This is an optimization exercise on Yosys and OpenROAD, whose aim is small area and a short achievable clock period, not a production implementation.
Only simulation tests tie the RTL to the original design; equivalence was not proved.
The flow treats the clock pin as an ideal source, which a real chip does not have.

the reference run:
Design fixed_point_field_packer, start of the top module:
module fixed_point_field_packer #(
    parameter W_REGION = 4
) (
    input  wire                clk,
    input  wire                rst,           
    input  wire                req_valid,
    input  wire [31:0]         cmd,
    input  wire [63:0]         a,
    input  wire [63:0]         b,
    input  wire [63:0]         f_pt,
    input  wire [63:0]         f_eta,
    input  wire [63:0]         f_phi,
    input  wire [63:0]         f_hoe,
    input  wire [63:0]         f_hoeflag,
    input  wire [63:0]         f_iso,
    input  wire [63:0]         f_isoflag,
    input  wire [63:0]         f_fb,
    input  wire [63:0]         f_timing,
    input  wire [63:0]         f_shapeflag,
    input  wire [63:0]         f_brems,
    input  wire [W_REGION-1:0] f_region,
    output reg                 rsp_valid,
    output reg                 o_illegal,
    output wire [63:0]         o_word,
    output wire [W_REGION-1:0] o_region,
    output wire [64:0]         o_ival,
    output reg                 o_sign,
    output wire [63:0]         o_mag,
    output wire                o_ok,
    output wire [31:0]         o_fval,
    output wire [11:0]         d_pt,
    output wire [31:0]         d_ptfloat,
    output wire [15:0]         d_eta,
    output wire [15:0]         d_phi,
    output wire [15:0]         d_etatc,
    output wire [15:0]         d_phitc,
    output wire                d_etasign,
    output wire                d_phisign,
    output wire [6:0]          d_etamag,
    output wire [5:0]          d_phimag,
    output wire [3:0]          d_hoe,
    output wire [1:0]          d_hoeflag,
    output wire [2:0]          d_iso,
    output wire [1:0]          d_isoflag,
    output wire [5:0]          d_fb,
    output wire [4:0]          d_timing,
    output wire [1:0]          d_shapeflag,
    output wire [1:0]          d_brems,
    output wire                d_isostandalone,
    output wire                d_isoloosetrack,
    output wire                d_shapestandalone,
    output wire                d_shapeloosetrack,
    output wire [W_REGION-1:0] d_region,
    output wire [31:0]         e_hwpt,
    output wire [15:0]         e_hweta,
    output wire [15:0]         e_hwphi,
    output wire                e_isembigger,
    output wire [2:0]          e_hoecode,
    output wire [31:0]         e_hwempt
);
    localparam KDIV = 8;    
  ...
export LEC_CHECK = 0
export ABC_AREA = 1
export CAP_MARGIN = 20
export CORE_AREA = 2.3 2.72 431.02 429.76
export CTS_CLUSTER_DIAMETER = 40
export CTS_CLUSTER_SIZE = 8
export DIE_AREA = 0 0 433.33 433.33
export PLACE_DENSITY = 0.35
export SLEW_MARGIN = 20
create_clock -name core_clock -period 180.0 [get_ports {clk}]
standard.sh (not shown) runs the stock make flow with config.mk's settings and CLKGATE_MAP_FILE= SYNTH_SCRIPT=/design/flow/synth_recipe.tcl, a recipe that flattens the netlist after the stock synthesis.
==> flow/flow/run.sh <==
#!/bin/bash
# Own layout flow: the standard flow, except
#  - technology mapping by ABC without its blanket up-sizing (flow/abc_area.script),
#  - the smallest buffer cell on the input and output ports,
#  - timing repair aiming at a shorter period than the clock's, so that only
#    the critical paths get larger cells.
# Each tool's output goes to a log of its own in this folder.
set -euo pipefail
here=$(pwd)
margin=124
rm -rf "$here/scripts_own"
cp -r "$FLOW_HOME/scripts" "$here/scripts_own"
cp "$here/flow/abc_area.script" "$here/scripts_own/abc_area.script"
bash standard.sh SCRIPTS_DIR="$here/scripts_own" synth > "$here/synth.log" 2>&1
bash standard.sh "BUFFER_PORTS_ARGS=-buffer_cell sky130_fd_sc_hd__buf_1" \
    "SETUP_SLACK_MARGIN=$margin" finish > "$here/layout.log" 2>&1
==> flow/flow/abc_area.script <==
strash
dch
map -B 0.9
topo
stime -c
The final layout from the reference run, which completed every stage, passed the timing, DRC and antenna checks at the end of the flow.
Here is what was changed in the inputs of the trial run compared with the reference run.
--- a/flow/flow/run.sh
+++ b/flow/flow/run.sh
@@ -9,3 +9,3 @@
 here=$(pwd)
-margin=124
+margin=132
 rm -rf "$here/scripts_own"
## What came out
- The trial run went all the way through synthesis, placement and routing and the layout is clean on timing, DRC and antenna.
- The cell area in the reference run is 0.944 times that in the trial run.
- Data arrival time of the critical path down 6690 ps in the trial run wrt the reference run
- Diff the trial run..the reference run | global-route usage | negligible

========
Starting RTL as in the previous note.
==> flow/config.mk <==
export PLATFORM = sky130hd
export DESIGN_NAME = fixed_point_field_packer
export DESIGN_NICKNAME = fixed_point_field_packer
export VERILOG_FILES = /design/flow/design.v
export SDC_FILE = /design/flow/constraint.sdc
export NUM_CORES = 4
export LEC_CHECK = 0
export ABC_AREA = 1
export CAP_MARGIN = 20
export CORE_AREA = 2.3 2.72 431.02 429.76
export DIE_AREA = 0 0 433.33 433.33
export PLACE_DENSITY = 0.35
export SLEW_MARGIN = 20
==> flow/constraint.sdc <==
create_clock -name core_clock -period 180.0 [get_ports {clk}]
set_input_delay 36.0000 -clock core_clock [delete_from_list [all_inputs] [get_ports {clk}]]
set_output_delay 36.0000 -clock core_clock [all_outputs]
set_load 0.01 [all_outputs]
==> flow/flow/run.sh <==
#!/bin/bash
# Own layout flow: the standard flow, except
#  - technology mapping by ABC without its blanket up-sizing (flow/abc_area.script),
#  - the smallest buffer cell on the input and output ports,
#  - timing repair aiming at a shorter period than the clock's, so that only
#    the critical paths get larger cells.
# Each tool's output goes to a log of its own in this folder.
set -euo pipefail
here=$(pwd)
margin=130
rm -rf "$here/scripts_own"
cp -r "$FLOW_HOME/scripts" "$here/scripts_own"
cp "$here/flow/abc_area.script" "$here/scripts_own/abc_area.script"
bash standard.sh SCRIPTS_DIR="$here/scripts_own" synth > "$here/synth.log" 2>&1
bash standard.sh "BUFFER_PORTS_ARGS=-buffer_cell sky130_fd_sc_hd__buf_1" \
    "SETUP_SLACK_MARGIN=$margin" "PRE_CTS_TCL=$here/flow/pre_cts.tcl" "POST_CTS_TCL=$here/flow/post_cts.tcl" finish > "$here/layout.log" 2>&1
==> flow/flow/post_cts.tcl <==
set_max_fanout 10000 [current_design]
==> flow/flow/pre_cts.tcl <==
set_max_fanout 8 [current_design]
Scripts as last shown in full above: flow/flow/abc_area.script
Change:
--- a/flow/flow/run.sh
+++ b/flow/flow/run.sh
@@ -15,2 +15,2 @@
 bash standard.sh "BUFFER_PORTS_ARGS=-buffer_cell sky130_fd_sc_hd__buf_1" \
-    "SETUP_SLACK_MARGIN=$margin" "PRE_CTS_TCL=$here/flow/pre_cts.tcl" "POST_CTS_TCL=$here/flow/post_cts.tcl" finish > "$here/layout.log" 2>&1
+    "SETUP_SLACK_MARGIN=$margin" finish > "$here/layout.log" 2>&1
--- a/flow/config.mk
+++ b/flow/config.mk
@@ -10,2 +10,4 @@
 export CORE_AREA = 2.3 2.72 431.02 429.76
+export CTS_CLUSTER_DIAMETER = 40
+export CTS_CLUSTER_SIZE = 8
 export DIE_AREA = 0 0 433.33 433.33
removed: flow/flow/post_cts.tcl
removed: flow/flow/pre_cts.tcl
The new run ran to the end with no violations.
Via count barely changes.
Count of clock-buffer cells in the layout falls by 14.
Fmax hardly moves.
Wire length barely changes.
Final cell count barely changes.
Synthesized area does not change.
Setup slack stays flat.

========
fixed_point_field_packer again, from the RTL that the note above started with.
clock: 180.0 ns
lec_check: 0
abc_area: 1
cap_margin: 20
core_area: 2.3 2.72 431.02 429.76
cts_cluster_diameter: 40
cts_cluster_size: 8
die_area: 0 0 433.33 433.33
place_density: 0.35
slew_margin: 20
==> flow/flow/run.sh <==
#!/bin/bash
# Own layout flow: the standard flow, except
#  - technology mapping by ABC without its blanket up-sizing (flow/abc_area.script),
#  - the smallest buffer cell on the input and output ports,
#  - timing repair aiming at a shorter period than the clock's, so that only
#    the critical paths get larger cells.
# Each tool's output goes to a log of its own in this folder.
set -euo pipefail
here=$(pwd)
margin=130
rm -rf "$here/scripts_own"
cp -r "$FLOW_HOME/scripts" "$here/scripts_own"
cp "$here/flow/abc_area.script" "$here/scripts_own/abc_area.script"
bash standard.sh SCRIPTS_DIR="$here/scripts_own" synth > "$here/synth.log" 2>&1
bash standard.sh "BUFFER_PORTS_ARGS=-buffer_cell sky130_fd_sc_hd__buf_1" \
    "SETUP_SLACK_MARGIN=$margin" "PRE_CTS_TCL=$here/flow/pre_cts.tcl" "POST_CTS_TCL=$here/flow/post_cts.tcl" finish > "$here/layout.log" 2>&1
==> flow/flow/abc_area.script <==
&get -n
&st
&dch
&nf
&put
topo
stime -c
==> flow/flow/post_cts.tcl <==
set_max_fanout 10000 [current_design]
==> flow/flow/pre_cts.tcl <==
set_max_fanout 8 [current_design]
==> next run, changes <==
--- a/flow/flow/run.sh
+++ b/flow/flow/run.sh
@@ -9,3 +9,3 @@
 here=$(pwd)
-margin=130
+margin=135
 rm -rf "$here/scripts_own"
@@ -15,2 +15,2 @@
 bash standard.sh "BUFFER_PORTS_ARGS=-buffer_cell sky130_fd_sc_hd__buf_1" \
-    "SETUP_SLACK_MARGIN=$margin" "PRE_CTS_TCL=$here/flow/pre_cts.tcl" "POST_CTS_TCL=$here/flow/post_cts.tcl" finish > "$here/layout.log" 2>&1
+    "SETUP_SLACK_MARGIN=$margin" finish > "$here/layout.log" 2>&1
==> flow/flow/abc_area.script (replaced) <==
strash
dch
map -B 0.9
topo
stime -c
removed: flow/flow/post_cts.tcl
removed: flow/flow/pre_cts.tcl
Critical path depth came out higher by 5.
Core utilization came out higher by 3.3 points.
Final area came out higher by about a fifth.
Via count came out higher by roughly a tenth.
==> next run, changes <==
--- a/flow/flow/run.sh
+++ b/flow/flow/run.sh
@@ -9,3 +9,3 @@
 here=$(pwd)
-margin=135
+margin=130
 rm -rf "$here/scripts_own"
@@ -15,2 +15,2 @@
 bash standard.sh "BUFFER_PORTS_ARGS=-buffer_cell sky130_fd_sc_hd__buf_1" \
-    "SETUP_SLACK_MARGIN=$margin" finish > "$here/layout.log" 2>&1
+    "SETUP_SLACK_MARGIN=$margin" "PRE_CTS_TCL=$here/flow/pre_cts.tcl" "POST_CTS_TCL=$here/flow/post_cts.tcl" finish > "$here/layout.log" 2>&1
==> flow/flow/post_cts.tcl (new file) <==
set_max_fanout 10000 [current_design]
==> flow/flow/pre_cts.tcl (new file) <==
set_max_fanout 8 [current_design]
--- a/flow/config.mk
+++ b/flow/config.mk
@@ -10,6 +10,5 @@
 export CORE_AREA = 2.3 2.72 431.02 429.76
-export CTS_CLUSTER_DIAMETER = 40
-export CTS_CLUSTER_SIZE = 8
 export DIE_AREA = 0 0 433.33 433.33
-export PLACE_DENSITY = 0.35
+export PLACE_DENSITY = 0.5
 export SLEW_MARGIN = 20
+export TNS_END_PERCENT = 20
Maximum frequency decreases by 4.5%.
Cell area decreases by 18%.
==> next run, changes <==
--- a/flow/flow/run.sh
+++ b/flow/flow/run.sh
@@ -9,3 +9,3 @@
 here=$(pwd)
-margin=130
+margin=124
 rm -rf "$here/scripts_own"
@@ -15,2 +15,2 @@
 bash standard.sh "BUFFER_PORTS_ARGS=-buffer_cell sky130_fd_sc_hd__buf_1" \
-    "SETUP_SLACK_MARGIN=$margin" "PRE_CTS_TCL=$here/flow/pre_cts.tcl" "POST_CTS_TCL=$here/flow/post_cts.tcl" finish > "$here/layout.log" 2>&1
+    "SETUP_SLACK_MARGIN=$margin" finish > "$here/layout.log" 2>&1
==> flow/flow/abc_area.script (replaced) <==
&get -n
&st
&dch
&nf
&put
topo
stime -c
--- a/flow/config.mk
+++ b/flow/config.mk
@@ -10,5 +10,6 @@
 export CORE_AREA = 2.3 2.72 431.02 429.76
+export CTS_CLUSTER_DIAMETER = 40
+export CTS_CLUSTER_SIZE = 8
 export DIE_AREA = 0 0 433.33 433.33
-export PLACE_DENSITY = 0.5
+export PLACE_DENSITY = 0.6
 export SLEW_MARGIN = 20
-export TNS_END_PERCENT = 20
removed: flow/flow/post_cts.tcl
removed: flow/flow/pre_cts.tcl
Effect:
- The new run produced a clean layout
- utilization drops by 0.77 points
- wire length drops by a little under a tenth
- synthesized cell count drops by about a fifth
- final area drops by a few percent
- sequential share of layout area climbs by 0.27 points
==> next run, changes <==
--- a/flow/flow/run.sh
+++ b/flow/flow/run.sh
@@ -9,3 +9,3 @@
 here=$(pwd)
-margin=124
+margin=130
 rm -rf "$here/scripts_own"
@@ -15,2 +15,2 @@
 bash standard.sh "BUFFER_PORTS_ARGS=-buffer_cell sky130_fd_sc_hd__buf_1" \
-    "SETUP_SLACK_MARGIN=$margin" finish > "$here/layout.log" 2>&1
+    "SETUP_SLACK_MARGIN=$margin" "PRE_CTS_TCL=$here/flow/pre_cts.tcl" "POST_CTS_TCL=$here/flow/post_cts.tcl" finish > "$here/layout.log" 2>&1
==> flow/flow/abc_area.script (replaced) <==
strash
dch
map -B 0.9
topo
stime -c
==> flow/flow/post_cts.tcl (new file) <==
set_max_fanout 10000 [current_design]
==> flow/flow/pre_cts.tcl (new file) <==
set_max_fanout 8 [current_design]
--- a/flow/config.mk
+++ b/flow/config.mk
@@ -10,6 +10,5 @@
 export CORE_AREA = 2.3 2.72 431.02 429.76
-export CTS_CLUSTER_DIAMETER = 40
-export CTS_CLUSTER_SIZE = 8
 export DIE_AREA = 0 0 433.33 433.33
-export PLACE_DENSITY = 0.6
+export PLACE_DENSITY = 0.35
 export SLEW_MARGIN = 20
+export TNS_END_PERCENT = 20
Result: Clock-buffer cell count rose by 15. Worst hold slack got worse by 0.066 ns. Non-clock buffer count rose by 21.

port drivers added, routing unchanged:
In the flow no input, the clock included, has a driving cell. The finished layouts below were timed again as built, in two steps.
Step 1 sets driving cells, clkbuf_16 on the clock port and buf_2 on the other inputs (assumed; they add their load-dependent delay and slew).
Step 2 moves the port delays by t, midway between the first and last clock arrival at a register: inputs arrive t later, outputs are due t later. That takes back most of the time a late clock gives input paths.
a / b / c = ideal ports / drivers / drivers and shift; a / b = the first two.
run	t, ns	slack for setup (ns)	worst setup path at the end	latest minus earliest clock arrival (ns)	worst slew at a driven data input, ns
the reference run	0.477	126.132 / 126.066 / 126.543	register to output	0.038 / 0.038	0.18
the trial run	0.495	132.823 / 132.754 / 132.409	input to register	0.044 / 0.044	0.19
the first run of note 2	0.544	131.118 / 131.046 / 130.866	input to register	0.045 / 0.045	0.19
the second run of note 2	0.474	131.116 / 131.051 / 130.903	input to register	0.041 / 0.040	0.19
the first run of note 3	0.536	129.298 / 129.181 / 128.645	input to register	0.039 / 0.039	0.21
the second run of note 3	0.494	133.268 / 133.204 / 133.698	register to output	0.040 / 0.040	0.21
the third run of note 3	0.521	131.068 / 131.092 / 130.571	input to register	0.040 / 0.040	0.23
the fourth run of note 3	0.487	125.208 / 125.229 / 124.742	input to register	0.048 / 0.048	0.20
the fifth run of note 3	0.542	131.167 / 131.094 / 130.850	input to register	0.044 / 0.044	0.19
After both steps every run listed still meets setup and hold. The setup slack of the first run of note 3, which loses most, moves by -0.117 ns with the drivers and by -0.653 ns with both steps.
